This is an optimization exercise on Yosys and OpenROAD, whose aim is small area, not a production implementation.
At most, simulation tests tie the RTL to the original design; equivalence was not proved.
Power figures rest on the tool's default switching activity, not on a simulated workload.

main:
// ck16v
module ck16v (
    input  wire              clk,
    input  wire              rst,
    input  wire              tick,
    input  wire [31:0]       enc_pos,
    input  wire              dec_req,
    input  wire              frame_present,
    input  wire [95:0]       fb,
    output wire              dec_ack,
    output wire              result_valid,
    output wire [7:0]        result_code,
    input  wire              cal_req,
    output wire              cal_ack,
    output wire              speed_set_stb,
    output wire [7:0]        speed_set_id,
    output wire [7:0]        speed_set_pct,
    output wire [7:0]        speed_set_dir,
    output wire              angle_set_stb,
    output wire [15:0]       angle_set_angle,
    output wire [7:0]        angle_set_dir,
    output wire              horn_stb,
    output wire [16:0]       horn_ms,
    output wire              light_stb,
    output wire [1:0]        light_ch,
    output wire              light_on,
    input  wire [31:0]       enc_payload,
    input  wire [7:0]        enc_id,
    output wire [95:0]       enc_frame,
    output wire [15:0]       enc_ck,
    output wire              busy,
    output wire              calibrated,
    output wire [1:0]        ctl_state,
    output wire [2:0]        ctl_status,
    output wire [6:0]        act_duty,
    output wire              act_dir
);
    wire [7:0]  es0;
    wire [8:0]  es1;
    wire [9:0]  es2, es3;
    wire        eco0, eco1, eco2, eco3;
  ...
Size: ~1400 cells after synthesis, roughly 86 flip-flops, ~16000 um^2 of cells after synthesis.
Settings: LEC_CHECK=0, CAP_MARGIN=20, CORE_MARGIN=2, CORE_UTILIZATION=40, CTS_BUF_LIST=sky130_fd_sc_hd__clkbuf_8, SLEW_MARGIN=20, SYNTH_HIERARCHICAL=1, SYNTH_MINIMUM_KEEP_SIZE=0; clock period 70.0 ns.
standard.sh (not shown) runs the stock make flow with config.mk's settings and CLKGATE_MAP_FILE= SYNTH_SCRIPT=/design/flow/synth_recipe.tcl, a recipe that flattens the netlist after the stock synthesis.
==> flow/flow/run.sh <==
#!/bin/bash
set -euo pipefail
bash standard.sh "BUFFER_PORTS_ARGS=-buffer_cell sky130_fd_sc_hd__buf_1" finish > standard_flow.log 2>&1
> inputs changed (main -> the feature branch)
--- a/flow/design.v
+++ b/flow/design.v
@@ -13,14 +13,24 @@
     input  wire b,
     output wire s,
     output wire co
 );
     assign s  = a ^ b;
     assign co = a & b;
 endmodule
+module ck16v_bsel (
+    input  wire one,
+    input  wire two,
+    input  wire neg,
+    input  wire r,
+    input  wire rl,
+    output wire p
+);
+    assign p = ((one & r) | (two & rl)) ^ neg;
+endmodule
 module ck16v_add #(
     parameter integer W    = 8,
     parameter integer BW   = 8,
     parameter integer CI   = 0
 ) (
     input  wire [W-1:0]  a,
     input  wire [BW-1:0] b,
@@ -179,15 +189,15 @@
     assign light_stb       = dec_ok && (f_id == 8'd4);
     assign light_ch        = p1[2:1];
     assign light_on        = ~p1[0];
     wire [31:0] e  = enc_pos;
     wire [32:0] es = {e[31], e};
     wire [32:0] d0;
     wire        d0_co;
-    ck16v_add #(33, 33, 1) u_d0s (.a(es), .b({x3n[31], x3n}), .ci(state[0]), .s(d0), .co(d0_co));
+    ck16v_add #(33, 33, 1) u_d0s (.a(es), .b({x3n[31], x3n}), .ci(~(state[1] & kc)), .s(d0), .co(d0_co));
     wire near2 = (&d0[32:1]) | ~(|d0[32:1]) | (d0 == 33'd2);
     wire [32:0] rng;
     wire        rng_co;
     ck16v_add #(33, 33, 1) u_rng (.a(es), .b(~x2), .ci(state[0]), .s(rng), .co(rng_co));
     wire [32:0] ssum;
     wire        ssum_co;
     ck16v_add #(33, 33, 0) u_sum (.a(es), .b(x2), .ci(1'b0), .s(ssum), .co(ssum_co));
@@ -209,20 +219,36 @@
     wire neg0 = ga[1] ^ gdir;
     wire one1 = ga[2] ^ ga[1];
     wire two1 = ga[3] ? (~ga[2] & ~ga[1]) : (ga[2] & ga[1]);
     wire neg1 = ga[3] ^ gdir;
     wire one2 = ga[4] ^ ga[3];
     wire two2 = ga[4] & ga[3];
     wire neg2 = gdir;                      
-    wire [32:0] m0 = ({33{one0}} & {1'b0, r}) | ({33{two0}} & {r, 1'b0});
-    wire [32:0] m1 = ({33{one1}} & {1'b0, r}) | ({33{two1}} & {r, 1'b0});
-    wire [32:0] m2 = ({33{one2}} & {1'b0, r}) | ({33{two2}} & {r, 1'b0});
-    wire [33:0] pp0 = {neg0, m0 ^ {33{neg0}}};
-    wire [33:0] pp1 = {neg1, m1 ^ {33{neg1}}};
-    wire [33:0] pp2 = {neg2, m2 ^ {33{neg2}}};
+    wire [33:0] pp0, pp1, pp2;
+    assign pp0[33] = neg0;
+    assign pp1[33] = neg1;
+    assign pp2[33] = neg2;
+    genvar j;
+    generate
+        for (j = 0; j < 33; j = j + 1) begin : bs
+            if (j == 0) begin : l
+                assign pp0[j] = (one0 & r[j]) ^ neg0;
+                assign pp1[j] = (one1 & r[j]) ^ neg1;
+                assign pp2[j] = (one2 & r[j]) ^ neg2;
+            end else if (j == 32) begin : h
+                assign pp0[j] = (two0 & r[j-1]) ^ neg0;
+                assign pp1[j] = (two1 & r[j-1]) ^ neg1;
+                assign pp2[j] = (two2 & r[j-1]) ^ neg2;
+            end else begin : m
+                ck16v_bsel u0 (.one(one0), .two(two0), .neg(neg0), .r(r[j]), .rl(r[j-1]), .p(pp0[j]));
+                ck16v_bsel u1 (.one(one1), .two(two1), .neg(neg1), .r(r[j]), .rl(r[j-1]), .p(pp1[j]));
+                ck16v_bsel u2 (.one(one2), .two(two2), .neg(neg2), .r(r[j]), .rl(r[j-1]), .p(pp2[j]));
+            end
+        end
+    endgenerate
     wire [36:0] x1;
     wire [1:0]  x1lo;
     wire        x1c, x1co;
     ck16v_add #(2, 1, 0) u_x1l (.a(pp0[1:0]), .b(neg0), .ci(1'b0), .s(x1lo), .co(x1c));
     ck16v_add #(35, 35, 1) u_x1 (.a({{3{pp0[33]}}, pp0[33:2]}), .b({pp1[33], pp1}), .ci(x1c),
                                  .s(x1[36:2]), .co(x1co));
     assign x1[1:0] = x1lo;
@@ -234,28 +260,22 @@
                                  .s(xs2[37:4]), .co(xs2co));
     assign xs2[3:0] = {xs2m, x1[1:0]};
     wire [40:0] w;
     wire        w_co;
     ck16v_add #(39, 39, 0) u_w (.a({{3{xs2[37]}}, xs2[37:2]}), .b(n45), .ci(1'b0),
                                 .s(w[40:2]), .co(w_co));
     assign w[1:0] = xs2[1:0];
-    reg signed [11:0] lo, hi;
-    always @(*) begin
-        case ({gdir, kc})
-            2'b10:   begin lo = -12'sd735; hi = 12'sd524; end
-            2'b11:   begin lo = -12'sd555; hi = 12'sd704; end
-            2'b00:   begin lo = -12'sd540; hi = 12'sd719; end
-            default: begin lo = -12'sd360; hi = 12'sd899; end
-        endcase
-    end
     wire w_neg   = w[40];
-    wire w_small = w_neg ? (&w[40:11]) : ~(|w[40:11]);   
-    wire signed [11:0] wl = w[11:0];
-    wire below   = w_neg & (~w_small | (wl < lo));
-    wire above   = ~w_neg & (~w_small | (wl > hi));
+    wire w_hi1   = &w[40:11];
+    wire w_hi0   = ~(|w[40:11]);
+    wire [10:0] wl = w[10:0];
+    wire lo_in   = gdir ? (wl >= 11'd1313) : (wl >= 11'd1508);    
+    wire hi_in   = gdir ? (wl <= 11'd524)  : (wl <= 11'd719);
+    wire below   = w_neg & ~(w_hi1 & lo_in);
+    wire above   = ~w_neg & ~(w_hi0 & hi_in);
     wire in_tol  = ~below & ~above;
     wire fault   = x2[32];
     wire cnt_full = &cnt;
     wire [6:0] cnt_inc = cnt + 7'd1;
     wire match  = cnt[6] & near2;
     wire sweep  = duty;                  
     wire limit  = match & cnt_full;
==> run notes <==
The final reports for the feature branch and main show worst supply voltage drop on vdd lower in the former. Total number of nets in the final design (the feature branch over main): decrease, 107. The first-pass GRT wire length reported for the feature branch is smaller than that of main by about 9%. [the feature branch vs main] combinational cell power: lower in the feature branch. Max minimum clock period after layout across the feature branch and main: main. Relative to main, the routed wire length measured on the feature branch has decreased by more than 10%. Count of vias placed by the detailed router | the feature branch below main. The feature branch vs. main: well-tap cell count fell by 1.3%; share of the clock period used by the worst path after layout dropped 0.16 points; synthesized cell count shows a reduction of 155.
No run of this note included a check of the RTL's function; only the layout flow was run.

---

exp/violet:
Another version of the RTL of ck16v (not shown whole).
Size: about 86 flip-flops, ~15,000 sq um of cells after synthesis.
Settings: LEC_CHECK=0, CAP_MARGIN=20, CORE_MARGIN=2, CORE_UTILIZATION=40, CTS_BUF_LIST=sky130_fd_sc_hd__clkbuf_8, SLEW_MARGIN=20, SYNTH_HIERARCHICAL=1, SYNTH_MINIMUM_KEEP_SIZE=0; clock period 70.0 ns.
Scripts as last shown in full above: flow/flow/run.sh
For exp/nickel, these inputs were changed with respect to exp/violet:
-- flow/design.v --
<<< exp/violet, line 132
    reg [32:0] x2n;         
    reg [31:0] x3n;         
    reg        kc;          
    reg [4:0]  ga;          
    reg        gdir;        
>>> exp/nickel, line 132
    reg [32:0] x2n;         
    reg [31:0] x3n;         
    reg [4:0]  ga;          
    reg        gdir;        
<<< exp/violet, line 210
    wire [31:0] e  = enc_pos;
    wire [32:0] es = {e[31], e};
    wire [32:0] d0;
    wire        d0_co;
    ck16v_add #(33, 33, 1) u_d0s (.a(es), .b({x3n[31], x3n}), .ci(~(state[1] & kc)), .s(d0), .co(d0_co));
    wire near2 = (&d0[32:1]) | ~(|d0[32:1]) | (d0 == 33'd2);
    wire [32:0] rng;
    wire        rng_co;
    ck16v_add #(33, 33, 1) u_rng (.a(es), .b(x2n), .ci(state[0]), .s(rng), .co(rng_co));
    wire        cal = idle & cal_req;
    wire [32:0] rngn = ~rng | {33{cal}};
    wire [31:0] uh;
    wire        uh_co;
>>> exp/nickel, line 209
    wire [31:0] e  = enc_pos;
    wire [32:0] es = {e[31], e};
    wire kc = ~x2n[0] & ~x3n[31];
    wire [32:0] d0;
    wire        d0_co;
    ck16v_add #(33, 33, 1) u_d0s (.a(es), .b({x3n[31], x3n}), .ci(~(state[1] & kc)), .s(d0), .co(d0_co));
    wire near2 = (&d0[32:1]) | ~(|d0[32:1]) | (d0 == 33'd2);
    wire cnt_full = &cnt;
    wire match  = cnt[6] & near2;
    wire limit  = match & cnt_full;
    wire [32:0] rng;
    wire        rng_co;
    ck16v_add #(33, 33, 1) u_rng (.a(es), .b(x2n), .ci(dir), .s(rng), .co(rng_co));
    wire        glim = state[0] & limit;
    wire [32:0] rngn = ~rng & {33{glim}};
    wire [31:0] uh;
    wire        uh_co;
<<< exp/violet, line 298
    wire in_tol  = ~below & ~above;
    wire fault   = ~x2n[32];
    wire cnt_full = &cnt;
    wire [6:0] cnt_inc = cnt + 7'd1;
    wire match  = cnt[6] & near2;
    wire sweep  = duty;                  
    wire limit  = match & cnt_full;
    always @(posedge clk) begin
        if (rst) begin
>>> exp/nickel, line 301
    wire in_tol  = ~below & ~above;
    wire fault   = ~x2n[32];
    wire [6:0] cnt_inc = cnt + 7'd1;
    wire sweep  = duty;                  
    always @(posedge clk) begin
        if (rst) begin
<<< exp/violet, line 341
                    duty <= 1'b0;
                    x2n  <= rngn;
                    if (!dir) begin
                        cnt <= 7'd28;
                    end else begin
                        x3n    <= ~uh;
                        kc     <= ~rngn[0] & uh[31];
                        state  <= 2'd2;
                        status <= 3'd1;
                    end
                end else begin
                    x3n <= ~e;
                    cnt <= match ? cnt_inc : 7'd118;
                end
>>> exp/nickel, line 341
                    duty <= 1'b0;
                    x2n  <= rngn;
                    x3n  <= ~uh;
                    if (!dir) begin
                        cnt <= 7'd28;
                    end else begin
                        state  <= 2'd2;
                        status <= 3'd1;
                    end
                end else begin
                    x3n <= ~uh;
                    cnt <= match ? cnt_inc : 7'd118;
                end
Results
- On exp/nickel: worst hold slack is 0.026 ns higher than what exp/violet gave.
- Lower fraction of final layout cells sized beyond drive strength 1 among exp/violet and exp/nickel: exp/violet
- Changes observed in exp/nickel relative to exp/violet: layout buffer count excluding clock buffers went down 2; amount of wire on met3 after detailed routing went up 640 um; share of cell area taken by flip-flops and latches held; full die area went down about 1.6%; synthesized-area fraction occupied by xor and xnor cells held.

-- re-timing with driven ports --
Ports are ideal in the flow. The routed layouts listed here were re-timed in OpenROAD. Step 1: set_driving_cell puts a clkbuf_16 on clk and a buf_2 on each other input, an assumption about the parent block. Step 2 times the ports against the registers' clock, not the clock port: input delays grow and output delays shrink by t, the midpoint of the rising clock arrivals with the driver on. Slacks: no drivers / after step 1 / after step 2; pairs: no drivers / after step 1.
| run | t, ns | slack for setup (ns) | latest minus earliest clock arrival (ns) | slew at the worst register clock pin (ns) | worst data-port slew with drivers (ns) |
|---|---|---|---|---|---|
| main | 0.423 | 34.109 / 34.085 / 34.085 | 0.018 / 0.018 | 0.10 / 0.10 | 0.08 |
| the feature branch | 0.425 | 34.223 / 34.202 / 34.202 | 0.014 / 0.013 | 0.09 / 0.09 | 0.07 |
| exp/violet | 0.422 | 33.967 / 33.939 / 33.939 | 0.015 / 0.015 | 0.09 / 0.09 | 0.10 |
| exp/nickel | 0.428 | 28.454 / 28.473 / 28.044 | 0.015 / 0.015 | 0.10 / 0.10 | 0.16 |
After both steps setup and hold are still met in every run listed. The setup slack of exp/nickel, which loses most, moves by +0.019 ns with the drivers and by -0.410 ns with both steps.
